From an optimization exercise on the open Yosys and OpenROAD flow, aimed at small area, a short achievable clock period and few clock cycles per item; shortcuts taken in it are not production practice. Only simulation tests tie the RTL to the original design; equivalence was not proved. Power is estimated from default activity; no workload was simulated.

**flow/config.mk**
```make
export PLATFORM = sky130hd
export DESIGN_NAME = b2bdu_mc_c
export DESIGN_NICKNAME = b2bdu_mc_c
export VERILOG_FILES = /design/flow/design.v
export SDC_FILE = /design/flow/constraint.sdc
export NUM_CORES = 4
export LEC_CHECK = 0
export CAP_MARGIN = 20
export CORE_MARGIN = 2
export CORE_UTILIZATION = 40
export PLACE_DENSITY = 0.6
export SLEW_MARGIN = 20
```
**flow/constraint.sdc**
```tcl
create_clock -name core_clock -period 15.0 [get_ports {clk}]
set_input_delay 3.0000 -clock core_clock [delete_from_list [all_inputs] [get_ports {clk}]]
set_output_delay 3.0000 -clock core_clock [all_outputs]
set_load 0.01 [all_outputs]
```
**flow/design.v**
```verilog
module mc_cf (
    input  wire [1:0] p,
    input  wire [7:0] a,
    input  wire [7:0] b,
    output wire [7:0] y
);
    wire [7:0] u = (p == 2'd3) ? b : a;
    wire [7:0] v = (p == 2'd2) ? b : a;
    wire [7:0] w = (p == 2'd0) ? a : b;
    wire [10:0] sum = {2'b00, u, 1'b0} + {3'b000, v} + {3'b000, w} + 11'd2;
    assign y = sum[9:2];
endmodule
module b2bdu_mc_c (
    input  wire       clk,
    input  wire       rst,         
    input  wire       in_valid,
    output wire       in_ready,
    input  wire [7:0] in_pix,      
    input  wire [1:0] in_px,       
    input  wire [1:0] in_py,       
    output wire       out_valid,
    input  wire       out_ready,
    output wire [7:0] out_pix      
);
    reg  [3:0] col, row;           
    reg  [1:0] px, py;
    reg  [7:0] cur, prev;          
    reg        pend;               
    reg        pend_h;             
    reg        pend_v;             
    reg  [7:0] lb [0:7];           
    reg  [7:0] o_pix, s_pix;       
    reg        o_v, s_v;
    reg        rdy;
    assign in_ready  = rdy;
    assign out_valid = o_v;
    assign out_pix   = o_pix;
    wire in_fire = in_valid & rdy;
    wire pop     = o_v & out_ready;
    wire proc    = pend & ~s_v;            
    wire push    = proc & pend_h & pend_v;
    wire [7:0] u, d;
    mc_cf u_h (.p(px), .a(prev),  .b(cur), .y(u));
    mc_cf u_v (.p(py), .a(lb[7]), .b(u),   .y(d));
    wire pend_n = in_fire | (pend & ~proc);
    wire s_v_n  = s_v ? ~pop : (o_v & ~pop & push);
    wire o_v_n  = s_v | push | (o_v & ~pop);
    integer k;
    always @(posedge clk) begin
        if (rst) begin
            col  <= 4'd0;
            row  <= 4'd0;
            pend <= 1'b0;
            o_v  <= 1'b0;
            s_v  <= 1'b0;
            rdy  <= 1'b1;
        end else begin
            if (in_fire) begin
                if (col == 4'd8) begin
                    col <= 4'd0;
                    row <= (row == 4'd8) ? 4'd0 : row + 4'd1;
                end else begin
                    col <= col + 4'd1;
                end
            end
            pend <= pend_n;
            o_v  <= o_v_n;
            s_v  <= s_v_n;
            rdy  <= ~pend_n | ~s_v_n;
        end
    end
    always @(posedge clk) begin
        if (in_fire) begin
            cur    <= in_pix;
            prev   <= cur;
            pend_h <= (col != 4'd0);
            pend_v <= (row != 4'd0);
            if (col == 4'd0 && row == 4'd0) begin
                px <= in_px;
                py <= in_py;
            end
        end
        if (proc & pend_h) begin
            lb[0] <= u;
            for (k = 1; k < 8; k = k + 1)
                lb[k] <= lb[k - 1];
        end
        if (pop | ~o_v)
            o_pix <= s_v ? s_pix : d;
        if (~s_v)
            s_pix <= d;
    end
endmodule
```
**flow/run.sh**
```bash
#!/bin/bash
# synth_recipe.tcl (not shown) runs the flow's synth.tcl, then flattens the netlist and writes it again
# the make line also repeats each setting of config.mk as NAME=value (left out here)
make -C /OpenROAD-flow-scripts/flow DESIGN_CONFIG=/design/flow/config.mk WORK_HOME=/design/flow/orfs CLKGATE_MAP_FILE= SYNTH_SCRIPT=/design/flow/synth_recipe.tcl finish
```
==> results.ini, run 1 <==
[floorplanning]
die_x_um = 119
rows = 41
io_pins = 26
die_y_um = 119
die_area_sq_mm = 0.0140
coreArea_sq_mm = 0.0127
start_util_pct = 41.2

[clocking]
clkTransAtPathRegs_ns = 0.06
clkLatencyLatePin_ns = 0.41
post_cts_buffers = 0
clockBufferDepth = 2
ctsRootBufferMaster = clkbuf_16
cts_tree = built
cts-buffers-inserted = 17
post_cts_resized = 0
htree_levels = 4
ctsHoldBuffers = 0
clock_sinks = 114

[placement]
place_ws_ns = 9.24
place.gp.congestion = 0.863
numPortBuffers = 25
post_dp_cell_area_sq_mm = 0.00568
hpwl_um = 6110

[critical_path]
worstPathRequired_ns = 15.12
crit_type = reg2reg
critical_path.startpoint = px[1]
crit_path_end_kind = flop
worst_setup_path_start_kind = flop
crit_fanout = 7
r2r_start = px[1]
arrival_ns = 5.85

[routing]
drtAntennaViolNets = 0
num_vias = 3055
postRouteWirelength_um = 8810
via_per_inst = 4.95
wl_per_cell_um = 14.3
drt-pass1-iter-count = 4
drc = 0
drtIter0Drc = 161

[logic_synthesis]
synthArstFlopShare_pct = 0
yosys-top-cells-area = edfxtp_1 54%, dfxtp_1 7.6%, mux2i_1 6.7%
synth_fp_nets = 445
ys_seq_area_share_pct = 61.5
synth_most_common_cell = edfxtp_1
synth-seq-cells = 114
synthTopCellsByCount = 94 x edfxtp_1, 47 x inv_1, 35 x mux2i_1
yosysWarnings = 3
synth_cell_type_count = 49
syn-cell-area_sq_mm = 0.00525
synthFlopType = edfxtp_1
synth.largest_area_cell = edfxtp_1
synth_edf_count = 94
syn_area_per_cell_sq_um = 13.3
syn-instance-count = 395
synth_top_area_share_pct = 53.8

[power]
ir_drop_mv = 0.0965
power.leakage_nw = 2.37
powerDensity_mw_per_mm2 = 196

[global_route]
grt_pass1_wl_um = 14800
grt_max_degree = 65
antenna_found_initial = 0
first_global_vias = 3052
track_usage_pct = 13.7
overflow = 0

[timing]
rsz0062_at_grt = no
setup_viol = 0
fin_skew_ns = 0.00712
hold_viol = 0
fin_hold_ws_ns = 0.415
setup_tns_ns = 0
tightest_slew_ns = 0.895
fin_ws_ns = 9.27
slew_violations = 0
fmax_ghz = 0.175
period_share_pct = 38.2
fin_crit_ns = 5.73
slew_headroom_pct = 39.9

[layout]
drive_gt1_share_pct = 10.1
design_area_sq_mm = 0.00625
area_growth_pct = 19.1
fillers = 1173
final_nets = 482
n_antenna_cell = 0

[min_path]
min_from = lb[4][1]
min_path_type = reg2reg

[run_status]
status = no timing/DRC/antenna violations

[job]
drv_cap = 0

==> worst max-delay path, stage by stage (launching register included) <==
cell and delay (ns):
edfxtp_1 0.45, nor2_1 0.63, mux2i_1 0.22, fa_1 0.56
inv_1 0.05, ha_1 0.37, nor3_1 0.19, nor2_1 0.09
and3_1 0.23, a41o_1 0.28, xor2_1 0.38, mux2i_1 0.18
fa_1 0.56, inv_1 0.04, ha_1 0.35, nand2_1 0.10
nor2_1 0.14, and3_1 0.17, nand3_1 0.10, a31oi_1 0.25
o31ai_1 0.11
==> metal layers <==
metal	GRT usage (%)	vias up	part of all wire, %
met5	0	-	0
met4	6.92	0	2.0
met3	4.34	14	3.8
met2	21.0	48	47
met1	17.4	1492	47
li1	-	1501	-
==> registers in the layout, summed over array words and instances (netlist names) <==
register / cells
col: 4
cur: 8
lb: 64
o_pix: 8
o_v: 1
pend: 1
pend_h: 1
pend_v: 1
prev: 8
px: 2
py: 2
rdy: 1
row: 4
s_pix: 8
s_v: 1
==> worst paths after layout <==
path                                  to  depth (start not counted)  slack (ns)
worst max-delay path            o_pix[6]                         20        9.27
worst min-delay path            lb[5][1]                          0        0.41
worst max register to register  o_pix[6]                         20        9.27
worst min register to register  lb[5][1]                          0        0.41
==> layout by cell type (no fill, tap or decap), drive strengths merged, types with 2 or more instances in the layout <==
cell / count
edfxtp: 94
inv: 49
mux2i: 36
clkdlybuf4s50: 25
nand2: 23
ha: 22
nor2: 21
dfxtp: 20
a21oi: 20
clkbuf: 17
fa: 12
o21ai: 12
a31oi: 9
clkinv: 8
nor3: 7
and3: 7
xor2: 7
nor2b: 6
xnor2: 5
nand2b: 5
clkinvlp: 4
a21o: 3
mux2: 3
nand3: 3
o211ai: 3
and2: 2
nand4: 2
==> per-stage QoR <==
stage               instances  power, mW  utilization [%]
floorplan                 395      0.744                -
global placement          585      0.851             44.7
detailed placement        585      0.861             44.7
CTS                       617       1.24             49.1
global route              617       1.31             49.1
finish                    617       1.22             49.1
==> cell type report <==
class,count,area (sq um),area share [%]
clock buffers,17,425,6.81
clock inverters,15,136,2.18
inverters,47,176,2.82
multi-input cells,226,1810,29.0
flip-flops and latches,114,3220,51.6
well taps,172,215,3.45
repair buffers,26,258,4.13
==> cell families (layout without fill, tap and decap cells) <==
group | after synthesis | in the layout | synth area share [%]
compound gates | 60 | 60 | 7.59
xor+xnor | 12 | 12 | 2.00
fa+ha+maj | 34 | 34 | 9.83
buf+inv | 55 | 105 | 4.15
flops | 114 | 114 | 61.5
mux | 39 | 39 | 7.59
simple gates | 81 | 81 | 7.40
==> power by group <==
| group | switching (mW) | total [mW] | leakage (nW) | internal (mW) |
|---|---|---|---|---|
| clock network | 0.144 | 0.372 | 0.266 | 0.228 |
| registers | 0.0116 | 0.417 | 1.05 | 0.405 |
| logic | 0.251 | 0.435 | 1.05 | 0.184 |
Testbench counts, summed over its fixed seeds: cycles 38,888, blocks 480.
==> run 2: changes to the inputs <==
==> flow/design.v (replaced) <==
module mc_cf (
    input  wire       p3,
    input  wire       p2,
    input  wire       p0,
    input  wire [7:0] a,
    input  wire [7:0] b,
    output wire [7:0] y
);
    wire [7:0] u = p3 ? b : a;
    wire [7:0] v = p2 ? b : a;
    wire [7:0] w = p0 ? a : b;
    wire [10:0] sum = {2'b00, u, 1'b0} + {3'b000, v} + {3'b000, w} + 11'd2;
    assign y = sum[9:2];
endmodule
module b2bdu_mc_c (
    input  wire       clk,
    input  wire       rst,         
    input  wire       in_valid,
    output wire       in_ready,
    input  wire [7:0] in_pix,      
    input  wire [1:0] in_px,       
    input  wire [1:0] in_py,       
    output wire       out_valid,
    input  wire       out_ready,
    output wire [7:0] out_pix      
);
    reg  [3:0] col, row;           
    reg  [7:0] cur, prev;
    reg        p_v;                
    reg        p_h;                
    reg        p_o;                
    reg        x3, x2, x0;         
    reg  [1:0] py;                 
    reg  [7:0] hu;
    reg        h_v;                
    reg        h_o;                
    reg        hy3, hy2, hy0;      
    reg  [7:0] lb [0:7];           
    reg  [7:0] o_pix, s_pix;
    reg        o_v, s_v;
    reg        rdy;
    assign in_ready  = rdy;
    assign out_valid = o_v;
    assign out_pix   = o_pix;
    wire in_fire = in_valid & rdy;
    wire pop     = o_v & out_ready;
    wire h_go    = h_v & ~s_v;             
    wire h_free  = ~h_v | ~s_v;            
    wire p_go    = p_v & h_free;           
    wire push    = h_go & h_o;
    wire [7:0] u, d;
    mc_cf u_h (.p3(x3),  .p2(x2),  .p0(x0),  .a(prev),  .b(cur), .y(u));
    mc_cf u_v (.p3(hy3), .p2(hy2), .p0(hy0), .a(lb[7]), .b(hu),  .y(d));
    wire p_v_n = in_fire | (p_v & ~p_go);
    wire h_v_n = (p_go & p_h) | (h_v & ~h_go);
    wire s_v_n = s_v ? ~pop : (o_v & ~pop & push);
    wire o_v_n = s_v | push | (o_v & ~pop);
    wire [3:0] col_inc = (col == 4'd8) ? 4'd0 : col + 4'd1;
    wire [3:0] row_inc = (col != 4'd8) ? row : (row == 4'd8) ? 4'd0 : row + 4'd1;
    integer k;
    always @(posedge clk) begin
        if (rst) begin
            col   <= 4'd0;
            row   <= 4'd0;
            p_v   <= 1'b0;
            h_v   <= 1'b0;
            o_v   <= 1'b0;
            s_v   <= 1'b0;
            rdy   <= 1'b1;
        end else begin
            if (in_fire) begin
                col   <= col_inc;
                row   <= row_inc;
            end
            p_v <= p_v_n;
            h_v <= h_v_n;
            o_v <= o_v_n;
            s_v <= s_v_n;
            rdy <= ~p_v_n | ~h_v_n | ~s_v_n;
        end
    end
    always @(posedge clk) begin
        if (in_fire) begin
            cur  <= in_pix;
            prev <= cur;
            p_h  <= (col != 4'd0);
            p_o  <= (row != 4'd0);
            if (col == 4'd0 && row == 4'd0) begin
                x3 <= (in_px == 2'd3);
                x2 <= (in_px == 2'd2);
                x0 <= (in_px == 2'd0);
                py <= in_py;
            end
        end
        if (p_go & p_h) begin
            hu  <= u;
            h_o <= p_o;
            hy3 <= (py == 2'd3);
            hy2 <= (py == 2'd2);
            hy0 <= (py == 2'd0);
        end
        if (h_go) begin
            lb[0] <= hu;
            for (k = 1; k < 8; k = k + 1)
                lb[k] <= lb[k - 1];
        end
        if (pop | ~o_v)
            o_pix <= s_v ? s_pix : d;
        if (~s_v)
            s_pix <= d;
    end
endmodule
==> run 2 against run 1 <==
Effect of this change: still clean; fmax is 18% higher; count of clock-buffer cells in the layout is 3 higher; sequential cell count is 14 higher.
==> results.ini, run 2 <==
[critical_path]
worstPathRequired_ns = 15.29  ; +0.17 ns
arrival_ns = 5.13  ; -0.72 ns
crit_type = in2reg
crit_fanout = 24  ; +17
crit_path_end_kind = flop
reg2reg_depth = 8  ; -60%
worst_setup_path_start_kind = primary input

[timing]
slew_violations = 0  ; unchanged
fin_ws_ns = 10.16  ; +0.886 ns
fin_crit_ns = 4.84  ; -0.886 ns
slew_headroom_pct = 46.8  ; +6.9 points
rsz0062_at_grt = no
hold_viol = 0  ; unchanged
fin_skew_ns = 0.00689  ; -0.000234 ns
setup_tns_ns = 0  ; unchanged
setup_viol = 0  ; unchanged
tightest_slew_ns = 0.799  ; -0.0959 ns
fmax_ghz = 0.207  ; +18%
period_share_pct = 32.3  ; -5.9 points

[placement]
hpwl_um = 5440  ; -11%
place.gp.congestion = 0.733  ; -15%
numPortBuffers = 25  ; unchanged
place_ws_ns = 9.67  ; +0.427 ns

[global_route]
grt_max_degree = 65  ; unchanged
antenna_found_initial = 0  ; unchanged
overflow = 0  ; unchanged
track_usage_pct = 12.3  ; -1.4 points
first_global_vias = 2867  ; -6.1%
grt_pass1_wl_um = 13700  ; -7.1%

[floorplanning]
start_util_pct = 40.7  ; -0.53 points
die_x_um = 122  ; +3.3%
die_y_um = 122  ; +3.3%
io_pins = 26  ; unchanged
rows = 43  ; +4.9%
die_area_sq_mm = 0.0150  ; +6.6%
coreArea_sq_mm = 0.0138  ; +8.3%

[logic_synthesis]
syn-cell-area_sq_mm = 0.00561  ; +6.9%
synth_edf_count = 107  ; +14%
synthTopCellsByCount = 107 x edfxtp_1, 35 x mux2_2, 22 x ha_1
ys_seq_area_share_pct = 64.8  ; +3.4 points
synthFlopType = edfxtp_1
synth.largest_area_cell = edfxtp_1
synth_top_area_share_pct = 57.3  ; +3.5 points
synth_cell_type_count = 50  ; +2.0%
yosys-top-cells-area = edfxtp_1 57%, dfxtp_1 7.5%, mux2_2 7.0%
yosysWarnings = 3  ; unchanged
syn_area_per_cell_sq_um = 15.2  ; +15%
synth_most_common_cell = edfxtp_1
syn-instance-count = 368  ; -6.8%
synthArstFlopShare_pct = 0  ; unchanged
synth-seq-cells = 128  ; +12%
synth_fp_nets = 418  ; -6.1%

[power]
internal-power_mw = 0.775  ; -5.2%
p_clk_share_pct = 40.3  ; +9.9 points
ir_drop_mv = 0.0852  ; -12%
p_comb_share_pct = 16.7  ; -19 points
seqPwrFrac_pct = 43.0  ; +8.9 points
power.leakage_nw = 2.38  ; +0.38%
power_switching_mw = 0.255  ; -37%
swShare_pct = 24.8  ; -8.4 points
powerDensity_mw_per_mm2 = 155  ; -21%

[routing]
drtAntennaViolNets = 0  ; unchanged
via_per_inst = 4.85  ; -2.1%
drt-pass1-iter-count = 4  ; unchanged
drtIter0Drc = 190  ; +18%
wl_per_cell_um = 13.9  ; -2.8%
drc = 0  ; unchanged
postRouteWirelength_um = 8240  ; -6.4%
num_vias = 2878  ; -5.8%

[layout]
final_cell_mix = 107 x edfxtp_1, 35 x mux2_2, 25 x clkdlybuf4s50_1
n_antenna_cell = 0  ; unchanged
largest_register_ffs = 64  ; unchanged
mostFrequentLayoutCell = edfxtp_1
drive_gt1_share_pct = 18.4  ; +8.2 points
final_nets = 451  ; -6.4%
largest-register = lb
area_growth_pct = 18.8

[clocking]
clockBufferDepth = 2  ; unchanged
cts_tree = built
clock_sinks = 128  ; +12%
ctsHoldBuffers = 0  ; unchanged
post_cts_buffers = 0  ; unchanged
post_cts_resized = 0  ; unchanged
clkLatencyLatePin_ns = 0.42  ; about the same
htree_levels = 4  ; unchanged
cts-buffers-inserted = 17  ; unchanged
ctsRootBufferMaster = clkbuf_16
clkTransAtPathRegs_ns = 0.06  ; about the same

[job]
drv_cap = 0  ; unchanged

[min_path]
holdPathStages = 0  ; unchanged
min_path_type = reg2reg

[run_status]
status = no timing/DRC/antenna violations

-- run 2: cell count changes after synthesis, moves of 4 or more --
cell | before | now
nor2_1 | 21 | 12
inv_1 | 47 | 12
a21oi_1 | 19 | 15
nor2b_1 | 6 | 10
mux2i_1 | 35 | 12
a31oi_1 | 9 | 2
xnor2_1 | 5 | 9
mux2_2 | 3 | 35
edfxtp_1 | 94 | 107
-- run 2: power by group through the flow --
stage,clock (mW),combinational (mW),sequential (mW)
floorplan,0,0.122,0.450
global placement,0,0.172,0.449
detailed placement,0,0.174,0.450
CTS,0.426,0.175,0.443
global route,0.439,0.193,0.446
finish,0.416,0.172,0.443
-- run 2: critical path, stage by stage --
cell and delay, ns:
clkdlybuf4s50_1 0.40, nand2_1 0.15, clkinv_1 0.64, and3_1 0.56, nand2_1 0.13, mux2i_1 0.19, nor2_1 0.05
-- run 2: cells by family (layout without fill, tap and decap cells) --
group	Yosys count	after routing	share of synthesized area (%)
fa+ha+maj	34	34	9.20
mux	48	48	9.44
flops	128	128	64.8
simple gates	68	68	6.16
buf+inv	25	71	1.83
xor+xnor	14	14	2.19
compound gates	51	51	6.36
-- run 2: cell type report --
cell class | count | area, sq um
Tap cell | 180 | 225
Sequential cell | 128 | 3630
Clock buffer | 20 | 500
Fill cell | 1217 | 7110
Clock inverter | 12 | 114
Inverter | 13 | 48.8
Timing Repair Buffer | 26 | 258
Multi-Input combinational cell | 215 | 1880
-- run 2: path summary, 6_finish.rpt --
path,slack [ns],startpoint,endpoint
hold / removal,0.42,lb[0][3],lb[1][3]
setup reg to reg,11.69,x0,hu[7]
setup / recovery,10.16,in_valid,row[2]
hold reg to reg,0.42,lb[0][3],lb[1][3]
-- run 2: per-layer routing --
metal	vias up	track usage, %	part of all wire, %
met4	0	7.90	2.9
li1	1444	-	-
met3	22	4.18	3.4
met1	1375	15.7	48
met2	37	17.9	45
met5	-	0	0
-- run 2: metrics by stage --
step / hold WS, ns / cells / cell area, sq um / util (%) / total power, mW
CTS: 0.419 / 594 / 6660 / 48.3 / 1.04
floorplan: 0.400 / 368 / 5610 / - / 0.572
detailed placement: 0.405 / 562 / 6040 / 43.9 / 0.624
global route: 0.422 / 594 / 6660 / 48.4 / 1.08
finish: 0.417 / 594 / 6660 / 48.4 / 1.03
global placement: 0.401 / 562 / 6040 / 43.9 / 0.621
Testbench counts of run 2, summed over its fixed seeds: cycles 38,896, blocks 480.
==> run 3: changes to the inputs <==
--- a/flow/config.mk
+++ b/flow/config.mk
@@ -8,5 +8,7 @@
 export CAP_MARGIN = 20
 export CORE_MARGIN = 2
 export CORE_UTILIZATION = 40
+export CTS_BUF_LIST = sky130_fd_sc_hd__clkbuf_4 sky130_fd_sc_hd__clkbuf_8
+export CTS_CLUSTER_SIZE = 30
 export PLACE_DENSITY = 0.6
 export SLEW_MARGIN = 20
==> run 3 against run 2 <==
Effect of this change: still clean on timing, DRC and antenna; cell area is 2.6% lower; hold slack better by 0.0025 ns; sequential cell count unchanged; register-to-register slack hardly changed; setup slack better by 0.031 ns; synthesized cell count unchanged; combinational power about the same; power is 9.2% lower; non-clock buffer count unchanged.
==> results.ini, run 3 <==
[power]
powerDensity_mw_per_mm2 = 144  ; -6.8%
power.leakage_nw = 2.30  ; -3.4%
ir_drop_mv = 0.0767  ; -9.9%

[routing]
met3_length_um = 260  ; -8.1%
wl_met2_um = 3770  ; +0.80%
wl_met1_um = 3930  ; -1.3%
drtAntennaViolNets = 0  ; unchanged
postRouteWirelength_um = 8150  ; -1.2%
via_per_inst = 4.82  ; -0.42%
drc = 0  ; unchanged
drtIter0Drc = 179  ; -5.8%
wl_per_cell_um = 13.7  ; -1.2%
top_layer = met4
drt-pass1-iter-count = 5  ; +1
num_vias = 2866  ; -0.42%

[clocking]
clkTransAtPathRegs_ns = 0.07  ; about the same
post_cts_resized = 0  ; unchanged
clock_sinks = 128  ; unchanged
clockBufferDepth = 2  ; unchanged
ctsHoldBuffers = 0  ; unchanged
htree_levels = 4  ; unchanged
cts-buffers-inserted = 17  ; unchanged
cts_tree = built
ctsRootBufferMaster = clkbuf_8
clkLatencyLatePin_ns = 0.43  ; about the same
post_cts_buffers = 0  ; unchanged

[logic_synthesis]
synth-seq-cells = 128  ; unchanged
syn-cell-area_sq_mm = 0.00561  ; unchanged
yosysWarnings = 3  ; unchanged
synth_most_common_cell = edfxtp_1
synthTopCellsByCount = 107 x edfxtp_1, 35 x mux2_2, 22 x ha_1
synthFlopType = edfxtp_1
synth_top_area_share_pct = 57.3  ; unchanged
synth_cell_type_count = 50  ; unchanged
syn-instance-count = 368  ; unchanged
synth_edf_count = 107  ; unchanged
synth.largest_area_cell = edfxtp_1
syn_area_per_cell_sq_um = 15.2  ; unchanged
yosys-top-cells-area = edfxtp_1 57%, dfxtp_1 7.5%, mux2_2 7.0%
ys_seq_area_share_pct = 64.8  ; unchanged
synth_fp_nets = 418  ; unchanged
synthArstFlopShare_pct = 0  ; unchanged

[critical_path]
crit_top_cell = nand2_1
crit_type = in2reg
path_cells = clkdlybuf4s50_1 > nand2_1 > clkinv_1 > and3_1 > nand2_1 > mux2i_1 > nor2_1
critical_path.startpoint = in_valid
cp.buffers_inverters = 2  ; unchanged
worstPathRequired_ns = 15.31  ; +0.02 ns
r2r_start = x0
crit_path_end_kind = flop
arrival_ns = 5.12  ; about the same
crit_family = buffers and inverters
worst_setup_path_start_kind = primary input
crit_fanout = 24  ; unchanged
critPathSlowestCell = clkinv_1
slowest_delay_ns = 0.63  ; about the same

[global_route]
antenna_found_initial = 0  ; unchanged
overflow = 0  ; unchanged
grt_max_degree = 65  ; unchanged
grt_pass1_wl_um = 13700  ; -0.26%
track_usage_pct = 12.2  ; -0.075 points
first_global_vias = 2875  ; +0.28%

[placement]
hpwl_um = 5440  ; unchanged
dp_cells = 562  ; unchanged
place.gp.congestion = 0.733  ; unchanged
numPortBuffers = 25  ; unchanged

[job]
drv_cap = 0  ; unchanged

[layout]
final_nets = 451  ; unchanged
area_growth_pct = 15.7
final_cell_mix = 107 x edfxtp_1, 35 x mux2_2, 25 x clkdlybuf4s50_1
mostFrequentLayoutCell = edfxtp_1
instances_no_fill = 594  ; unchanged
largest-register = lb
drive_gt1_share_pct = 18.4  ; unchanged
largest_register_ffs = 64  ; unchanged
fin_util_pct = 47.1  ; -1.3 points
n_antenna_cell = 0  ; unchanged

[timing]
fin_crit_ns = 4.81  ; -0.0306 ns
fin_skew_ns = 0.00988  ; +0.00299 ns
period_share_pct = 32.1  ; -0.20 points
fmax_ghz = 0.208  ; +0.64%
setup_tns_ns = 0  ; unchanged
slew_headroom_pct = 47.3  ; +0.51 points
hold_viol = 0  ; unchanged
slew_violations = 0  ; unchanged
tightest_slew_ns = 0.791  ; -0.00764 ns
rsz0062_at_grt = no
setup_viol = 0  ; unchanged

[min_path]
min_path_type = reg2reg
min_from = lb[0][3]

[floorplanning]
die_area_sq_mm = 0.0150  ; unchanged
rows = 43  ; unchanged
io_pins = 26  ; unchanged
die_x_um = 122  ; unchanged
start_util_pct = 40.7  ; unchanged
die_y_um = 122  ; unchanged
coreArea_sq_mm = 0.0138  ; unchanged

[run_status]
status = no timing/DRC/antenna violations

-- run 3: cell families after synthesis --
group,count (synthesis),synth area share (%)
DFF,128,64.8
and+or+nand+nor,68,6.16
AOI/OAI and AO/OA,51,6.36
muxes,48,9.44
adders and majority gates,34,9.20
buffers and inverters,25,1.83
xor gates and xnor gates,14,2.19
-- run 3: through the flow --
step,worst slack [ns],hold slack (ns),total power [mW],instance area [sq um]
6_report,10.19,0.420,0.935,6480
5_1_grt,10.0,0.428,0.987,6480
4_1_cts,10.17,0.421,0.950,6480
3_5_place_dp,9.67,0.405,0.624,6040
3_3_place_gp,9.75,0.401,0.621,6040
2_1_floorplan,10.42,0.400,0.572,5610
-- run 3: final timing paths --
check        endpoint  slack [ns]  cells after the start
max reg2reg     hu[7]       11.68                      8
max            row[2]       10.19                      7
min reg2reg  lb[1][3]        0.42                      0
min          lb[1][3]        0.42                      0
-- run 3: report_power, final --
group          total [mW]  internal (mW)  switching [mW]  leakage, nW
Sequential          0.442          0.427          0.0151         1.17
Combinational       0.172         0.0874          0.0846        0.897
Clock               0.321          0.183           0.138        0.226
Total               0.935          0.698           0.238         2.30
-- run 3: routing by layer --
metal	global-route usage, %	vias up
met5	0	-
met4	7.26	0
met3	4.32	17
met2	17.7	35
met1	15.8	1374
li1	-	1440
-- run 3: final cells by class --
cell class                 instances  area (sq um)
fill                            1232          7290
multi-input combinational        215          1880
inverter                          13          48.8
clock buffer                      17           234
clock inverter                    15           204
sequential                       128          3630
tap                              180           225
timing repair buffer              26           258
==> run 4: changes to the inputs <==
--- a/flow/design.v
+++ b/flow/design.v
@@ -24,11 +24,9 @@
     input  wire       out_ready,
     output wire [7:0] out_pix      
 );
-    reg  [3:0] col, row;           
     reg  [7:0] cur, prev;
     reg        p_v;                
-    reg        p_h;                
-    reg        p_o;                
+    reg  [3:0] col, row;           
     reg        x3, x2, x0;         
     reg  [1:0] py;                 
     reg  [7:0] hu;
@@ -42,35 +40,41 @@
     assign in_ready  = rdy;
     assign out_valid = o_v;
     assign out_pix   = o_pix;
-    wire in_fire = in_valid & rdy;
     wire pop     = o_v & out_ready;
     wire h_go    = h_v & ~s_v;             
     wire h_free  = ~h_v | ~s_v;            
     wire p_go    = p_v & h_free;           
+    wire p_h     = (col != 4'd0);          
+    wire p_o     = (row != 4'd0);          
     wire push    = h_go & h_o;
+    wire last    = (col == 4'd8) & (row == 4'd8);
+    wire zero    = (col == 4'd0) & (row == 4'd0);
+    wire beat0   = p_v ? last : zero;
     wire [7:0] u, d;
     mc_cf u_h (.p3(x3),  .p2(x2),  .p0(x0),  .a(prev),  .b(cur), .y(u));
     mc_cf u_v (.p3(hy3), .p2(hy2), .p0(hy0), .a(lb[7]), .b(hu),  .y(d));
-    wire p_v_n = in_fire | (p_v & ~p_go);
+    wire p_v_n = ~rdy | in_valid;
     wire h_v_n = (p_go & p_h) | (h_v & ~h_go);
     wire s_v_n = s_v ? ~pop : (o_v & ~pop & push);
     wire o_v_n = s_v | push | (o_v & ~pop);
-    wire [3:0] col_inc = (col == 4'd8) ? 4'd0 : col + 4'd1;
-    wire [3:0] row_inc = (col != 4'd8) ? row : (row == 4'd8) ? 4'd0 : row + 4'd1;
     integer k;
     always @(posedge clk) begin
         if (rst) begin
-            col   <= 4'd0;
-            row   <= 4'd0;
-            p_v   <= 1'b0;
-            h_v   <= 1'b0;
-            o_v   <= 1'b0;
-            s_v   <= 1'b0;
-            rdy   <= 1'b1;
+            col <= 4'd0;
+            row <= 4'd0;
+            p_v <= 1'b0;
+            h_v <= 1'b0;
+            o_v <= 1'b0;
+            s_v <= 1'b0;
+            rdy <= 1'b1;
         end else begin
-            if (in_fire) begin
-                col   <= col_inc;
-                row   <= row_inc;
+            if (p_go) begin
+                if (col == 4'd8) begin
+                    col <= 4'd0;
+                    row <= (row == 4'd8) ? 4'd0 : row + 4'd1;
+                end else begin
+                    col <= col + 4'd1;
+                end
             end
             p_v <= p_v_n;
             h_v <= h_v_n;
@@ -80,17 +84,15 @@
         end
     end
     always @(posedge clk) begin
-        if (in_fire) begin
-            cur  <= in_pix;
+        if (rdy)
+            cur <= in_pix;
+        if (p_go)
             prev <= cur;
-            p_h  <= (col != 4'd0);
-            p_o  <= (row != 4'd0);
-            if (col == 4'd0 && row == 4'd0) begin
-                x3 <= (in_px == 2'd3);
-                x2 <= (in_px == 2'd2);
-                x0 <= (in_px == 2'd0);
-                py <= in_py;
-            end
+        if (in_valid & rdy & beat0) begin
+            x3 <= (in_px == 2'd3);
+            x2 <= (in_px == 2'd2);
+            x0 <= (in_px == 2'd0);
+            py <= in_py;
         end
         if (p_go & p_h) begin
             hu  <= u;
--- a/flow/config.mk
+++ b/flow/config.mk
@@ -8,7 +8,5 @@
 export CAP_MARGIN = 20
 export CORE_MARGIN = 2
 export CORE_UTILIZATION = 40
-export CTS_BUF_LIST = sky130_fd_sc_hd__clkbuf_4 sky130_fd_sc_hd__clkbuf_8
-export CTS_CLUSTER_SIZE = 30
 export PLACE_DENSITY = 0.6
 export SLEW_MARGIN = 20
==> run 4 against run 3 <==
Effect of this change: critical path type is now reg2out; clock power is about 10% higher; via count is 4.7% higher; hold slack got worse by 0.012 ns; utilization up 0.61 points; sequential cell count down 2; still clean; first-iteration DRC count increased by 3.9%; combinational power shrank 26%; critical endpoint is now in_ready.
==> results.ini, run 4 <==
[run_status]
status = no timing/DRC/antenna violations

[critical_path]
r2r_start = hy0
cp.buffers_inverters = 1  ; -1
crit_family = buffers and inverters
worstPathRequired_ns = 12.00  ; -3.31 ns
worst_setup_path_start_kind = flop
reg2reg_slack_ns = 11.70  ; +0.02 ns
path_cells = clkdlybuf4s50_1
crit_type = reg2out
critPathSlowestCell = clkdlybuf4s50_1
crit_fanout = 11  ; -54%
arrival_ns = 1.63  ; -3.49 ns
crit_path_end_kind = primary output
worst_r2r_endpoint = o_pix[5]
slowest_delay_ns = 0.63  ; about the same
reg2reg_depth = 8  ; unchanged

[min_path]
holdPathStages = 0  ; unchanged
min_from = lb[0][4]
min_path_type = reg2reg
min_to = lb[1][4]

[timing]
tightest_slew_ns = 0.800  ; +0.00864 ns
setup_tns_ns = 0  ; unchanged
fin_ws_ns = 10.37  ; +0.178 ns
period_share_pct = 30.9  ; -1.2 points
slew_headroom_pct = 46.7  ; -0.58 points
fmax_ghz = 0.216  ; +3.8%
slew_violations = 0  ; unchanged
hold_viol = 0  ; unchanged
rsz0062_at_grt = no
fin_skew_ns = 0.00797  ; -0.00191 ns
setup_viol = 0  ; unchanged
fin_crit_ns = 4.63  ; -0.178 ns

[placement]
place_ws_ns = 10.49  ; +0.822 ns
numPortBuffers = 25  ; unchanged
hpwl_um = 5860  ; +7.8%
place.gp.congestion = 0.771  ; +5.2%

[clocking]
clockBufferDepth = 2  ; unchanged
post_cts_resized = 0  ; unchanged
post_cts_buffers = 0  ; unchanged
cts_tree = built
clkLatencyLatePin_ns = 0.42  ; about the same
ctsRootBufferMaster = clkbuf_16
clock_sinks = 126  ; -1.6%
cts-buffers-inserted = 17  ; unchanged
ctsHoldBuffers = 0  ; unchanged
htree_levels = 4  ; unchanged
clkTransAtPathRegs_ns = 0.05  ; -0.02 ns

[routing]
num_vias = 3002  ; +4.7%
wl_per_cell_um = 14.1  ; +2.5%
drtIter0Drc = 186  ; +3.9%
drc = 0  ; unchanged
drt-pass1-iter-count = 4  ; -1
via_per_inst = 4.95  ; +2.7%
drtAntennaViolNets = 0  ; unchanged
postRouteWirelength_um = 8520  ; +4.6%

[power]
ir_drop_mv = 0.0884  ; +15%
power.leakage_nw = 2.32  ; +1.1%
powerDensity_mw_per_mm2 = 137  ; -5.0%

[logic_synthesis]
ys_seq_area_share_pct = 63.2  ; -1.6 points
synth.largest_area_cell = edfxtp_1
synth_edf_count = 105  ; -1.9%
yosysWarnings = 3  ; unchanged
synth-seq-cells = 126  ; -1.6%
syn_area_per_cell_sq_um = 14.9  ; -2.0%
synth_most_common_cell = edfxtp_1
synth_fp_nets = 429  ; +2.6%
syn-instance-count = 379  ; +3.0%
yosys-top-cells-area = edfxtp_1 56%, mux2_2 7.6%, dfxtp_1 7.4%
synth_cell_type_count = 48  ; -4.0%
synth_top_area_share_pct = 55.7  ; -1.6 points
synthFlopType = edfxtp_1
synthTopCellsByCount = 105 x edfxtp_1, 38 x mux2_2, 22 x ha_1
synthArstFlopShare_pct = 0  ; unchanged
syn-cell-area_sq_mm = 0.00566  ; +0.92%

[global_route]
track_usage_pct = 12.7  ; +0.46 points
grt_max_degree = 65  ; unchanged
antenna_found_initial = 0  ; unchanged
first_global_vias = 3020  ; +5.0%
overflow = 0  ; unchanged
grt_pass1_wl_um = 14200  ; +4.1%

[floorplanning]
die_x_um = 123  ; +0.44%
die_area_sq_mm = 0.0151  ; +0.88%
coreArea_sq_mm = 0.0138  ; +0.39%
io_pins = 26  ; unchanged
rows = 43  ; unchanged
start_util_pct = 40.9  ; +0.21 points
die_y_um = 123  ; +0.44%

[job]
drv_cap = 0  ; unchanged

[layout]
fin_util_pct = 47.7  ; +0.61 points
largest-register = lb
drive_gt1_share_pct = 17.4  ; -0.99 points
n_antenna_cell = 0  ; unchanged
largest_register_ffs = 64  ; unchanged
final_cell_mix = 105 x edfxtp_1, 38 x mux2_2, 25 x clkdlybuf4s50_1
area_growth_pct = 16.6
final_nets = 463  ; +2.7%
mostFrequentLayoutCell = edfxtp_1

==> run 4: kinds of logic after synthesis <==
| group | Yosys count | share of synthesized area (%) |
|---|---|---|
| mux | 47 | 9.38 |
| flops | 126 | 63.2 |
| buf+inv | 22 | 1.92 |
| compound gates | 60 | 6.86 |
| fa+ha+maj | 34 | 9.11 |
| xor+xnor | 12 | 1.86 |
| simple gates | 78 | 7.70 |
==> run 4: layer usage <==
metal | track usage [%] | share of wire, % | vias up
met5 | 0 | 0 | -
li1 | - | - | 1489
met2 | 19.3 | 47 | 35
met3 | 4.94 | 3.7 | 13
met4 | 6.03 | 1.6 | 0
met1 | 15.9 | 47 | 1465
==> run 4: power by group <==
group	switching, mW	internal, mW	total, mW
registers	0.0118	0.410	0.421
clock network	0.131	0.223	0.354
logic	0.0631	0.0654	0.128
total	0.205	0.698	0.904
==> run 4: area by class of cell <==
| cell class | count | area (sq um) |
|---|---|---|
| Clock buffer | 30 | 504 |
| Clock inverter | 2 | 10.0 |
| Fill cell | 1217 | 7230 |
| Inverter | 11 | 41.3 |
| Multi-Input combinational cell | 231 | 1980 |
| Sequential cell | 126 | 3570 |
| Tap cell | 180 | 225 |
| Timing Repair Buffer | 26 | 258 |
==> run 4: worst max path at each step <==
stage          slack, ns  cells after the start        to  startpoint
3_5_place_dp       10.49                      3        x0    in_valid
2_1_floorplan      11.09                      2     py[0]    in_valid
6_report           10.37                      1  in_ready         rdy
3_3_place_gp       10.55                      3        x0    in_valid
4_1_cts            10.32                      1  in_ready         rdy
5_1_grt            10.24                      1  in_ready         rdy
==> run 4: through the flow <==
| stage | area, sq um | cells | hold WS (ns) | power [mW] |
|---|---|---|---|---|
| 5_1_grt | 6590 | 606 | 0.421 | 0.952 |
| 6_report | 6590 | 606 | 0.408 | 0.904 |
| 4_1_cts | 6590 | 606 | 0.410 | 0.917 |
| 2_1_floorplan | 5660 | 379 | 0.400 | 0.519 |
| 3_5_place_dp | 6080 | 574 | 0.405 | 0.559 |
| 3_3_place_gp | 6080 | 574 | 0.400 | 0.555 |
Testbench counts of run 4, summed over its fixed seeds: cycles 38,896, blocks 480.
==> run 5: changes to the inputs <==
==> flow/flow/run.sh (new file) <==
#!/bin/bash
set -euo pipefail
export BUFFER_PORTS_ARGS="-buffer_cell sky130_fd_sc_hd__buf_1"
export CTS_ARGS="-sink_clustering_enable -repair_clock_nets -dont_use_dummy_load -sink_clustering_size 30 -buf_list sky130_fd_sc_hd__clkbuf_8"
bash standard.sh > standard.log 2>&1
==> flow/standard.sh (new file) <==
#!/bin/bash
# synth_recipe.tcl (not shown) runs the flow's synth.tcl, then flattens the netlist and writes it again
# the make line also repeats each setting of config.mk as NAME=value (left out here)
make -C /OpenROAD-flow-scripts/flow DESIGN_CONFIG=/design/flow/config.mk WORK_HOME=/design/flow/orfs CLKGATE_MAP_FILE= SYNTH_SCRIPT=/design/flow/synth_recipe.tcl "${@:-finish}"
removed: flow/run.sh
==> run 5 against run 4 <==
Effect of this change: via count down 1.8%; clock power decreased by 42%; first-iteration DRC count is 2.7% lower; register-to-register slack got worse by 0.06 ns; critical path type unchanged; area after synthesis unchanged.
==> results.ini, run 5 <==
[floorplanning]
start_util_pct = 40.9  ; unchanged
die_y_um = 123  ; unchanged
rows = 43  ; unchanged
io_pins = 26  ; unchanged
coreArea_sq_mm = 0.0138  ; unchanged
die_x_um = 123  ; unchanged
die_area_sq_mm = 0.0151  ; unchanged

[clocking]
ctsHoldBuffers = 0  ; unchanged
ctsRootBufferMaster = clkbuf_8
clkLatencyLatePin_ns = 0.42  ; about the same
post_cts_buffers = 0  ; unchanged
cts-buffers-inserted = 17  ; unchanged
clkTransAtPathRegs_ns = 0.06  ; about the same
clock_sinks = 126  ; unchanged
htree_levels = 4  ; unchanged
post_cts_resized = 0  ; unchanged
clockBufferDepth = 2  ; unchanged
cts_tree = built

[power]
seqPwrFrac_pct = 56.6  ; +10 points
p_comb_share_pct = 15.7  ; +1.5 points
total_power_mw = 0.743  ; -18%
power_switching_mw = 0.182  ; -11%
internal-power_mw = 0.561  ; -20%
powerDensity_mw_per_mm2 = 121  ; -12%
ir_drop_mv = 0.0629  ; -29%
power.leakage_nw = 2.13  ; -8.5%
p_clk_share_pct = 27.7  ; -12 points
swShare_pct = 24.5  ; +1.7 points

[critical_path]
r2r_start = hy0
crit_fanout = 11  ; unchanged
reg2reg_slack_ns = 11.64  ; -0.06 ns
crit_family = flip-flops
critPathSlowestCell = dfxtp_1
worst_setup_path_start_kind = flop
worst_r2r_endpoint = o_pix[5]
reg2reg_depth = 8  ; unchanged
cp.buffers_inverters = 1  ; unchanged
crit_type = reg2out
slowest_delay_ns = 0.59  ; -0.04 ns
worstPathRequired_ns = 12.00  ; about the same
path_cells = buf_1
arrival_ns = 1.20  ; -0.43 ns
crit_path_end_kind = primary output

[logic_synthesis]
synth_cell_type_count = 48  ; unchanged
synth_fp_nets = 429  ; unchanged
synthXorXnorAreaFrac_pct = 1.86  ; unchanged
syn-cell-area_sq_mm = 0.00566  ; unchanged
synth.largest_area_cell = edfxtp_1
syn_area_per_cell_sq_um = 14.9  ; unchanged
synthAdderAreaFrac_pct = 9.11  ; unchanged
synthArstFlopShare_pct = 0  ; unchanged
synthTopCellsByCount = 105 x edfxtp_1, 38 x mux2_2, 22 x ha_1
ys_seq_area_share_pct = 63.2  ; unchanged
yosysWarnings = 3  ; unchanged
synthMuxAreaShare_pct = 9.38  ; unchanged
synthFlopType = edfxtp_1
synth_top_family_by_area = multiplexers
synth_edf_count = 105  ; unchanged
yosys-top-cells-area = edfxtp_1 56%, mux2_2 7.6%, dfxtp_1 7.4%
synth_compound_area_share_pct = 6.86  ; unchanged
synth_most_common_cell = edfxtp_1
synth_top_area_share_pct = 55.7  ; unchanged
yosys.area_share.simple_pct = 7.70  ; unchanged
synth-seq-cells = 126  ; unchanged
syn-instance-count = 379  ; unchanged

[timing]
rsz0062_at_grt = no
slew_violations = 0  ; unchanged
fin_crit_ns = 4.20  ; -0.429 ns
slew_headroom_pct = 45.9  ; -0.79 points
setup_viol = 0  ; unchanged
hold_viol = 0  ; unchanged
setup_tns_ns = 0  ; unchanged
fin_hold_ws_ns = 0.406  ; -0.00140 ns
tightest_slew_ns = 0.811  ; +0.0118 ns
fin_skew_ns = 0.0133  ; +0.00528 ns
fmax_ghz = 0.238  ; +10%
period_share_pct = 28.0  ; -2.9 points

[placement]
hpwl_um = 5720  ; -2.4%
numPortBuffers = 25  ; unchanged
place.gp.congestion = 0.757  ; -1.8%

[job]
drv_cap = 0  ; unchanged

[layout]
n_antenna_cell = 0  ; unchanged
area_growth_pct = 8.85
final_nets = 463  ; unchanged
drive_gt1_share_pct = 16.8  ; -0.58 points
final_cell_mix = 105 x edfxtp_1, 38 x mux2_2, 25 x buf_1
mostFrequentLayoutCell = edfxtp_1
largest-register = lb
largest_register_ffs = 64  ; unchanged

[routing]
via_per_inst = 4.99  ; +0.69%
wl_per_cell_um = 14.2  ; +0.90%
drt-pass1-iter-count = 4  ; unchanged
num_vias = 2948  ; -1.8%
drc = 0  ; unchanged
drtAntennaViolNets = 0  ; unchanged
drtIter0Drc = 181  ; -2.7%
postRouteWirelength_um = 8380  ; -1.6%

[run_status]
status = no timing/DRC/antenna violations

[global_route]
first_global_vias = 2960  ; -2.0%
grt_pass1_wl_um = 14200  ; -0.63%
track_usage_pct = 12.5  ; -0.15 points
overflow = 0  ; unchanged
antenna_found_initial = 0  ; unchanged
grt_max_degree = 65  ; unchanged

[min_path]
holdPathStages = 0  ; unchanged
min_path_type = reg2reg
min_to = lb[6][0]
min_from = lb[5][0]

[run 5: worst max-delay path by stage]
| stage | startpoint | end | slack, ns | cells past startpoint |
|---|---|---|---|---|
| after detailed placement | in_valid | py[0] | 10.82 | 3 |
| after floorplan | in_valid | py[0] | 11.09 | 2 |
| after global placement | in_valid | x0 | 10.94 | 3 |
| after CTS | rdy | in_ready | 10.74 | 1 |
| final | rdy | in_ready | 10.80 | 1 |
| after global routing | rdy | in_ready | 10.65 | 1 |
[run 5: cell type report]
type / count / area (sq um)
fillers: 1220 / 7670
flip-flops and latches: 126 / 3570
multi-input cells: 231 / 1980
clock buffers: 17 / 234
well taps: 180 / 225
repair buffers: 26 / 101
inverters: 11 / 41.3
[run 5: power by group through the flow]
stage               Clock, mW  Combinational, mW  Sequential, mW
floorplan                   0             0.0911           0.427
global placement            0              0.116           0.427
detailed placement          0              0.118           0.428
CTS                     0.214              0.119           0.421
global route            0.231              0.134           0.423
finish                  0.206              0.117           0.420
[run 5: routing by layer]
layer	GRT usage (%)	wire [um]	vias to the layer above	part of all wire (%)
li1	-	-	1465	-
met3	5.49	413	9	4.9
met1	16.4	4060	1425	48
met2	18.4	3790	49	45
met5	0	0	-	0
met4	4.74	108	0	1.3
[run 5: cells by family (layout without fill, tap and decap cells)]
group                    after synthesis  count (layout)
AO/OA/AOI/OAI                         60              60
XOR/XNOR                              12              12
flip-flops                           126             126
adder cells (fa/ha/maj)               34              34
AND/OR/NAND/NOR                       78              78
buffers and inverters                 22              54
multiplexers                          47              47
[run 5: stage by stage]
stage,cells,util [%],cell area (sq um),setup slack [ns]
floorplan,379,-,5660,11.09
global placement,574,42.8,5920,10.94
detailed placement,574,42.8,5920,10.82
CTS,591,44.5,6160,10.74
global route,591,44.5,6160,10.65
finish,591,44.5,6160,10.80
==> run 6: changes to the inputs <==
--- a/flow/design.v
+++ b/flow/design.v
@@ -36,10 +36,11 @@
     reg  [7:0] lb [0:7];           
     reg  [7:0] o_pix, s_pix;
     reg        o_v, s_v;
-    reg        rdy;
+    reg        rdy;                
     assign in_ready  = rdy;
     assign out_valid = o_v;
     assign out_pix   = o_pix;
+    wire rdy_c   = ~p_v | ~h_v | ~s_v;     
     wire pop     = o_v & out_ready;
     wire h_go    = h_v & ~s_v;             
     wire h_free  = ~h_v | ~s_v;            
@@ -53,7 +54,7 @@
     wire [7:0] u, d;
     mc_cf u_h (.p3(x3),  .p2(x2),  .p0(x0),  .a(prev),  .b(cur), .y(u));
     mc_cf u_v (.p3(hy3), .p2(hy2), .p0(hy0), .a(lb[7]), .b(hu),  .y(d));
-    wire p_v_n = ~rdy | in_valid;
+    wire p_v_n = ~rdy_c | in_valid;
     wire h_v_n = (p_go & p_h) | (h_v & ~h_go);
     wire s_v_n = s_v ? ~pop : (o_v & ~pop & push);
     wire o_v_n = s_v | push | (o_v & ~pop);
@@ -84,11 +85,11 @@
         end
     end
     always @(posedge clk) begin
-        if (rdy)
+        if (rdy_c)
             cur <= in_pix;
         if (p_go)
             prev <= cur;
-        if (in_valid & rdy & beat0) begin
+        if (in_valid & rdy_c & beat0) begin
             x3 <= (in_px == 2'd3);
             x2 <= (in_px == 2'd2);
             x0 <= (in_px == 2'd0);
==> run 6 against run 5 <==
Effect of this change: highest routed layer unchanged; still clean; sequential share of layout area up 1.6 points; die area is 3.1% lower; count of clock-buffer cells in the layout is the same; clock skew increased by 0.010 ns; cell count shrank 3.9%; sequential cell count stayed put; clock power barely moved; sequential power about the same; wire length fell by 6.5%; power down 2.2%.
==> results.ini, run 6 <==
[run_status]
status = no timing/DRC/antenna violations

[layout]
area_growth_pct = 9.51
largest_register_ffs = 64  ; unchanged
drive_gt1_share_pct = 15.6  ; -1.2 points
instances_no_fill = 568  ; -3.9%
final_nets = 444  ; -4.1%
final_cell_mix = 105 x edfxtp_1, 39 x mux2_2, 25 x buf_1
mostFrequentLayoutCell = edfxtp_1
n_antenna_cell = 0  ; unchanged
largest-register = lb

[routing]
wl_per_cell_um = 13.8  ; -2.7%
drtIter0Drc = 188  ; +3.9%
postRouteWirelength_um = 7840  ; -6.5%
drtAntennaViolNets = 0  ; unchanged
num_vias = 2748  ; -6.8%
drt-pass1-iter-count = 6  ; +2
drc = 0  ; unchanged
via_per_inst = 4.84  ; -3.0%

[timing]
rsz0062_at_grt = no
slew_violations = 0  ; unchanged
fin_skew_ns = 0.0234  ; +0.0102 ns
fmax_ghz = 0.251  ; +5.6%
hold_viol = 0  ; unchanged
period_share_pct = 26.5  ; -1.5 points
setup_tns_ns = 0  ; unchanged
fin_crit_ns = 3.98  ; -0.224 ns
tightest_slew_ns = 0.950  ; +0.138 ns
setup_viol = 0  ; unchanged
slew_headroom_pct = 36.4  ; -9.5 points

[logic_synthesis]
synth_top_family_by_area = multiplexers
synth_edf_count = 105  ; unchanged
synth_most_common_cell = edfxtp_1
yosys.area_share.simple_pct = 5.74  ; -2.0 points
synthFlopType = edfxtp_1
synth-seq-cells = 126  ; unchanged
yosys-top-cells-area = edfxtp_1 58%, mux2_2 8.0%, dfxtp_1 7.7%
synthTopCellsByCount = 105 x edfxtp_1, 39 x mux2_2, 22 x ha_1
synthMuxAreaShare_pct = 9.67  ; +0.29 points
synth_top_area_share_pct = 57.6  ; +1.9 points
syn-instance-count = 358  ; -5.5%
synthAdderAreaFrac_pct = 9.42  ; +0.31 points
synthArstFlopShare_pct = 0  ; unchanged
synth_compound_area_share_pct = 5.97  ; -0.89 points
synthXorXnorAreaFrac_pct = 2.24  ; +0.38 points
syn-cell-area_sq_mm = 0.00547  ; -3.3%
synth_cell_type_count = 41  ; -15%
yosysWarnings = 3  ; unchanged
synth.largest_area_cell = edfxtp_1
synth_fp_nets = 408  ; -4.9%
ys_seq_area_share_pct = 65.3  ; +2.1 points
syn_area_per_cell_sq_um = 15.3  ; +2.4%

[clocking]
cts_tree = built
htree_levels = 4  ; unchanged
ctsHoldBuffers = 0  ; unchanged
clkTransAtPathRegs_ns = 0.07  ; about the same
clock_sinks = 126  ; unchanged
post_cts_buffers = 0  ; unchanged
clockBufferDepth = 2  ; unchanged
ctsRootBufferMaster = clkbuf_8
clkLatencyLatePin_ns = 0.43  ; about the same
cts-buffers-inserted = 17  ; unchanged
post_cts_resized = 0  ; unchanged

[critical_path]
crit_fanout = 4  ; -7
r2r_start = hy0
crit_path_end_kind = primary output
path_cells = buf_1
cp.buffers_inverters = 1  ; unchanged
crit_type = reg2out
slowest_delay_ns = 0.38  ; -0.21 ns
worst_setup_path_start_kind = flop
worstPathRequired_ns = 12.00  ; about the same
cp.depth = 1  ; unchanged
critical_path.startpoint = o_v
arrival_ns = 0.98  ; -0.22 ns
critPathSlowestCell = dfxtp_1
reg2reg_depth = 8  ; unchanged
crit_family = flip-flops

[placement]
hpwl_um = 5480  ; -4.2%
numPortBuffers = 25  ; unchanged
place.gp.congestion = 0.739  ; -2.3%
dp_cells = 551  ; -4.0%

[min_path]
holdPathStages = 0  ; unchanged
min_from = lb[1][3]
min_path_type = reg2reg

[floorplanning]
coreArea_sq_mm = 0.0133  ; -3.8%
die_area_sq_mm = 0.0146  ; -3.1%
io_pins = 26  ; unchanged
die_y_um = 121  ; -1.6%
rows = 42  ; -2.3%
start_util_pct = 41.2  ; +0.25 points
die_x_um = 121  ; -1.6%

[power]
power.leakage_nw = 2.07  ; -2.5%
powerDensity_mw_per_mm2 = 121  ; +0.44%
ir_drop_mv = 0.0602  ; -4.4%

[global_route]
grt_pass1_wl_um = 12900  ; -9.0%
overflow = 0  ; unchanged
first_global_vias = 2726  ; -7.9%
track_usage_pct = 11.9  ; -0.70 points
grt_max_degree = 65  ; unchanged
antenna_found_initial = 0  ; unchanged

[job]
drv_cap = 0  ; unchanged

run 6: path summary, 6_finish.rpt:
check	to	slack [ns]
max reg2reg	o_pix[6]	11.79
min	lb[2][3]	0.40
min reg2reg	lb[2][3]	0.40
max	out_valid	11.02
run 6: logic make-up after synthesis:
logic type	after synthesis
fa+ha+maj	34
xor+xnor	14
flops	126
simple gates	63
compound gates	51
buf+inv	22
mux	48
run 6: final cells by class:
cell class / instances / area [sq um]
fillers: 1188 / 7300
repair buffers: 26 / 101
clock buffers: 17 / 234
multi-input cells: 210 / 1820
well taps: 176 / 220
inverters: 13 / 48.8
flip-flops and latches: 126 / 3570
run 6: where the power goes:
part           leakage, nW  total, mW  internal, mW  switching (mW)
logic                0.799      0.104        0.0489          0.0556
registers             1.15      0.419         0.409          0.0105
clock network        0.122      0.203        0.0991           0.104
run 6: metrics by stage:
stage	hold WS, ns	cell area [sq um]	power, mW	worst slack, ns	util, %
global route	0.417	5990	0.767	10.96	45.1
floorplan	0.400	5470	0.507	11.15	-
detailed placement	0.405	5760	0.533	10.93	43.3
global placement	0.401	5760	0.531	10.97	43.3
finish	0.403	5990	0.727	11.02	45.1
CTS	0.403	5990	0.739	10.98	45.1
run 6: routing by layer:
layer | vias to the layer above | track usage [%] | routed length, um
met5 | - | 0 | 0
met4 | 0 | 5.67 | 106
met3 | 10 | 4.79 | 274
met2 | 33 | 17.5 | 3680
met1 | 1309 | 15.1 | 3780
li1 | 1396 | - | -
Testbench counts of run 6, summed over its fixed seeds: cycles 38,896, blocks 480.
==> run 7: changes to the inputs <==
--- a/flow/config.mk
+++ b/flow/config.mk
@@ -5,6 +5,7 @@
 export SDC_FILE = /design/flow/constraint.sdc
 export NUM_CORES = 4
 export LEC_CHECK = 0
+export ABC_AREA = 1
 export CAP_MARGIN = 20
 export CORE_MARGIN = 2
 export CORE_UTILIZATION = 40
==> run 7 against run 6 <==
Effect of this change: still clean on timing, DRC and antenna; highest routed layer unchanged; cell count increased by 28%; critical path type unchanged; first-iteration DRC count rose by 66%; global-route usage rose by 1.3 points; wire length rose by 12%; setup slack improved by 0.042 ns; clock skew decreased by 0.0037 ns; combinational power increased by 9.6%; die area increased by 2.9%.
==> results.ini, run 7 <==
[run_status]
status = no timing/DRC/antenna violations

[job]
drv_cap = 0  ; unchanged

[routing]
num_vias = 3443  ; +25%
drt-pass1-iter-count = 5  ; -1
drc = 0  ; unchanged
drtIter0Drc = 312  ; +66%
via_per_inst = 4.74  ; -2.1%
wl_per_cell_um = 12.1  ; -12%
postRouteWirelength_um = 8800  ; +12%
drtAntennaViolNets = 0  ; unchanged

[global_route]
first_global_vias = 3333  ; +22%
track_usage_pct = 13.2  ; +1.3 points
grt_pass1_wl_um = 15000  ; +17%
overflow = 0  ; unchanged
met2_usage_pct = 20.7  ; +3.2 points
grt_max_degree = 65  ; unchanged
grt.busiest_layer = met2
use_met3_pct = 4.46  ; -0.33 points
antenna_found_initial = 0  ; unchanged
use_met1_pct = 16.4  ; +1.3 points

[critical_path]
r2r_start = x0
reg2reg_depth = 10  ; +2
path_cells = buf_1
worst_setup_path_start_kind = flop
worst_r2r_endpoint = hu[5]
worstPathRequired_ns = 12.00  ; about the same
reg2reg_slack_ns = 12.19  ; +0.40 ns
crit_type = reg2out
critPathSlowestCell = edfxtp_1
cp.buffers_inverters = 1  ; unchanged
slowest_delay_ns = 0.38  ; about the same
crit_path_end_kind = primary output
crit_family = flip-flops
crit_fanout = 1  ; -3
arrival_ns = 0.94  ; -0.04 ns

[timing]
fmax_ghz = 0.254  ; +1.1%
slew_violations = 0  ; unchanged
setup_tns_ns = 0  ; unchanged
rsz0062_at_grt = no
tightest_slew_ns = 0.811  ; -0.139 ns
fin_skew_ns = 0.0197  ; -0.00372 ns
hold_viol = 0  ; unchanged
fin_crit_ns = 3.94  ; -0.0420 ns
period_share_pct = 26.2  ; -0.28 points
setup_viol = 0  ; unchanged
slew_headroom_pct = 46.0  ; +9.5 points

[logic_synthesis]
synthTopCellsByCount = 130 x nand2_1, 105 x edfxtp_1, 69 x inv_1
synthFlopType = edfxtp_1
synth.largest_area_cell = edfxtp_1
synthArstFlopShare_pct = 0  ; unchanged
yosys-top-cells-area = edfxtp_1 56%, nand2_1 8.7%, dfxtp_1 7.5%
syn_area_per_cell_sq_um = 11.0  ; -28%
syn-instance-count = 511  ; +43%
yosysWarnings = 3  ; unchanged
synth-seq-cells = 126  ; unchanged
synth_edf_count = 105  ; unchanged
synth_cell_type_count = 31  ; -24%
synth_top_area_share_pct = 55.9  ; -1.7 points
synth_fp_nets = 561  ; +38%
synth_most_common_cell = nand2_1
syn-cell-area_sq_mm = 0.00564  ; +3.0%
ys_seq_area_share_pct = 63.4  ; -1.9 points

[placement]
numPortBuffers = 25  ; unchanged
dp_cells = 710  ; +29%
place.gp.congestion = 0.788  ; +6.5%
hpwl_um = 6330  ; +16%

[layout]
largest_register_ffs = 64  ; unchanged
drive_gt1_share_pct = 5.30  ; -10 points
mostFrequentLayoutCell = nand2_1
fillers = 1268  ; +6.7%
final_nets = 599  ; +35%
n_antenna_cell = 0  ; unchanged
instances_no_fill = 727  ; +28%
area_growth_pct = 9.47  ; about the same
final-seq-area_sq_mm = 0.00357  ; unchanged
largest-register = lb
multi_input_area_sq_mm = 0.00177  ; -2.5%
final_cell_mix = 130 x nand2_1, 105 x edfxtp_1, 69 x inv_1

[power]
p_clk_share_pct = 28.1  ; +0.2 points
power.leakage_nw = 2.48  ; +20%
p_comb_share_pct = 15.4  ; +1.0 points
swShare_pct = 25.4  ; +2.1 points
internal-power_mw = 0.548  ; -1.5%
ir_drop_mv = 0.0627  ; +4.1%
power_switching_mw = 0.187  ; +10%
seqPwrFrac_pct = 56.5  ; -1.2 points
powerDensity_mw_per_mm2 = 119  ; -1.7%

[clocking]
clkLatencyLatePin_ns = 0.44  ; about the same
post_cts_resized = 0  ; unchanged
clkTransAtPathRegs_ns = 0.07  ; about the same
post_cts_buffers = 0  ; unchanged
ctsHoldBuffers = 0  ; unchanged
clock_sinks = 126  ; unchanged
htree_levels = 4  ; unchanged
cts-buffers-inserted = 17  ; unchanged
cts_tree = built
ctsRootBufferMaster = clkbuf_8
clockBufferDepth = 2  ; unchanged

[min_path]
holdPathStages = 0  ; unchanged
min_path_type = reg2reg
min_to = lb[1][6]
min_from = lb[0][6]

[floorplanning]
rows = 43  ; +2.4%
die_y_um = 123  ; +1.5%
die_area_sq_mm = 0.0151  ; +2.9%
io_pins = 26  ; unchanged
die_x_um = 123  ; +1.5%
start_util_pct = 40.8  ; -0.38 points
coreArea_sq_mm = 0.0138  ; +4.0%

run 7: cell types whose count changed after synthesis, sizes merged, moves of 12 or more:
cell / previous run / this run
mux2: 39 / 0
o21ai: 12 / 58
inv: 13 / 70
nor2: 12 / 24
nand2: 20 / 132
nand3: 2 / 18
run 7: stage by stage:
| step | setup WS, ns | hold slack [ns] | total power, mW | utilization [%] | instance area, sq um |
|---|---|---|---|---|---|
| 6_report | 11.06 | 0.401 | 0.735 | 44.6 | 6170 |
| 5_1_grt | 11.00 | 0.410 | 0.781 | 44.6 | 6170 |
| 4_1_cts | 11.00 | 0.408 | 0.747 | 44.6 | 6170 |
| 3_5_place_dp | 11.17 | 0.405 | 0.538 | 43.0 | 5940 |
| 3_3_place_gp | 11.25 | 0.400 | 0.534 | 43.0 | 5940 |
| 2_1_floorplan | 11.37 | 0.400 | 0.509 | - | 5640 |
run 7: how the worst max path moves through the flow:
| stage | endpoint | slack (ns) | cells after the start | start |
|---|---|---|---|---|
| after floorplan | lb[0][0] | 11.37 | 2 | s_v |
| after global placement | o_pix[5] | 11.25 | 3 | out_ready |
| after detailed placement | rdy | 11.17 | 5 | out_ready |
| after CTS | out_pix[5] | 11.00 | 1 | o_pix[5] |
| after global routing | out_pix[5] | 11.00 | 1 | o_pix[5] |
| final | out_pix[5] | 11.06 | 1 | o_pix[5] |
run 7: layout make-up:
| class | count | share of cell area, % |
|---|---|---|
| repair buffers | 27 | 1.76 |
| multi-input cells | 307 | 28.7 |
| well taps | 180 | 3.65 |
| clock buffers | 17 | 3.79 |
| inverters | 70 | 4.26 |
| flip-flops and latches | 126 | 57.9 |
run 7: per-layer routing:
layer | share of wire [%] | wire length [um] | vias up
met1 | 47 | 4100 | 1603
met2 | 48 | 4210 | 46
met3 | 3.9 | 340 | 12
met4 | 1.5 | 136 | 0
li1 | - | - | 1782
met5 | 0 | 0 | -
run 7: cell families (layout without fill, tap and decap cells):
| kind of cell | count (synthesis) | in the layout | synth area share, % |
|---|---|---|---|
| fa+ha+maj | 34 | 34 | 9.14 |
| simple gates | 181 | 181 | 12.8 |
| buf+inv | 78 | 114 | 5.39 |
| compound gates | 86 | 86 | 8.37 |
| flops | 126 | 126 | 63.4 |
| xor+xnor | 6 | 6 | 0.932 |
run 7: worst register-to-register path, cell delays in order, from the launching register on:
cell      delay [ns]
edfxtp_1        0.42
inv_1           0.28
o21ai_0         0.19
fa_1            0.50
ha_1            0.37
a21oi_1         0.25
nor2_1          0.07
a211oi_1        0.24
nand2_1         0.12
nand2_1         0.07
nand2_1         0.05
run 7: power groups by stage:
| stage | Combinational, mW | Sequential (mW) | Clock (mW) |
|---|---|---|---|
| 2_1_floorplan | 0.0855 | 0.424 | 0 |
| 3_3_place_gp | 0.112 | 0.422 | 0 |
| 3_5_place_dp | 0.114 | 0.423 | 0 |
| 4_1_cts | 0.115 | 0.416 | 0.216 |
| 5_1_grt | 0.134 | 0.418 | 0.229 |
| 6_report | 0.114 | 0.415 | 0.206 |

what the ideal ports hide:
The flow's constraints put no driver on any port. The routed layouts listed below were extracted and timed again, unchanged, in two steps.
Step 1 assumes that a clkbuf_16 drives the clock port and a buf_2 every other input.
Step 2, shift: input delay + t, output delay - t, t = (earliest + latest rising clock arrival at the registers) / 2. This alone moves slack from input paths to output paths.
Slacks: ideal ports / drivers / drivers and shift; pairs: ideal ports / drivers.
run	t, ns	setup slack, ns	worst slew at a driven data input, ns
run 1	0.447	9.275 / 9.275 / 9.275	0.04
run 2	0.452	10.161 / 10.178 / 9.726	0.03
run 3	0.463	10.191 / 10.204 / 9.741	0.03
run 4	0.449	10.369 / 10.331 / 10.501	0.03
run 5	0.451	10.798 / 10.763 / 10.826	0.03
run 6	0.454	11.021 / 10.988 / 10.959	0.03
run 7	0.462	11.063 / 11.027 / 11.188	0.03
After both steps setup and hold are still met in every run listed. The setup slack of run 3, which loses most, moves by +0.013 ns with the drivers and by -0.450 ns with both steps.
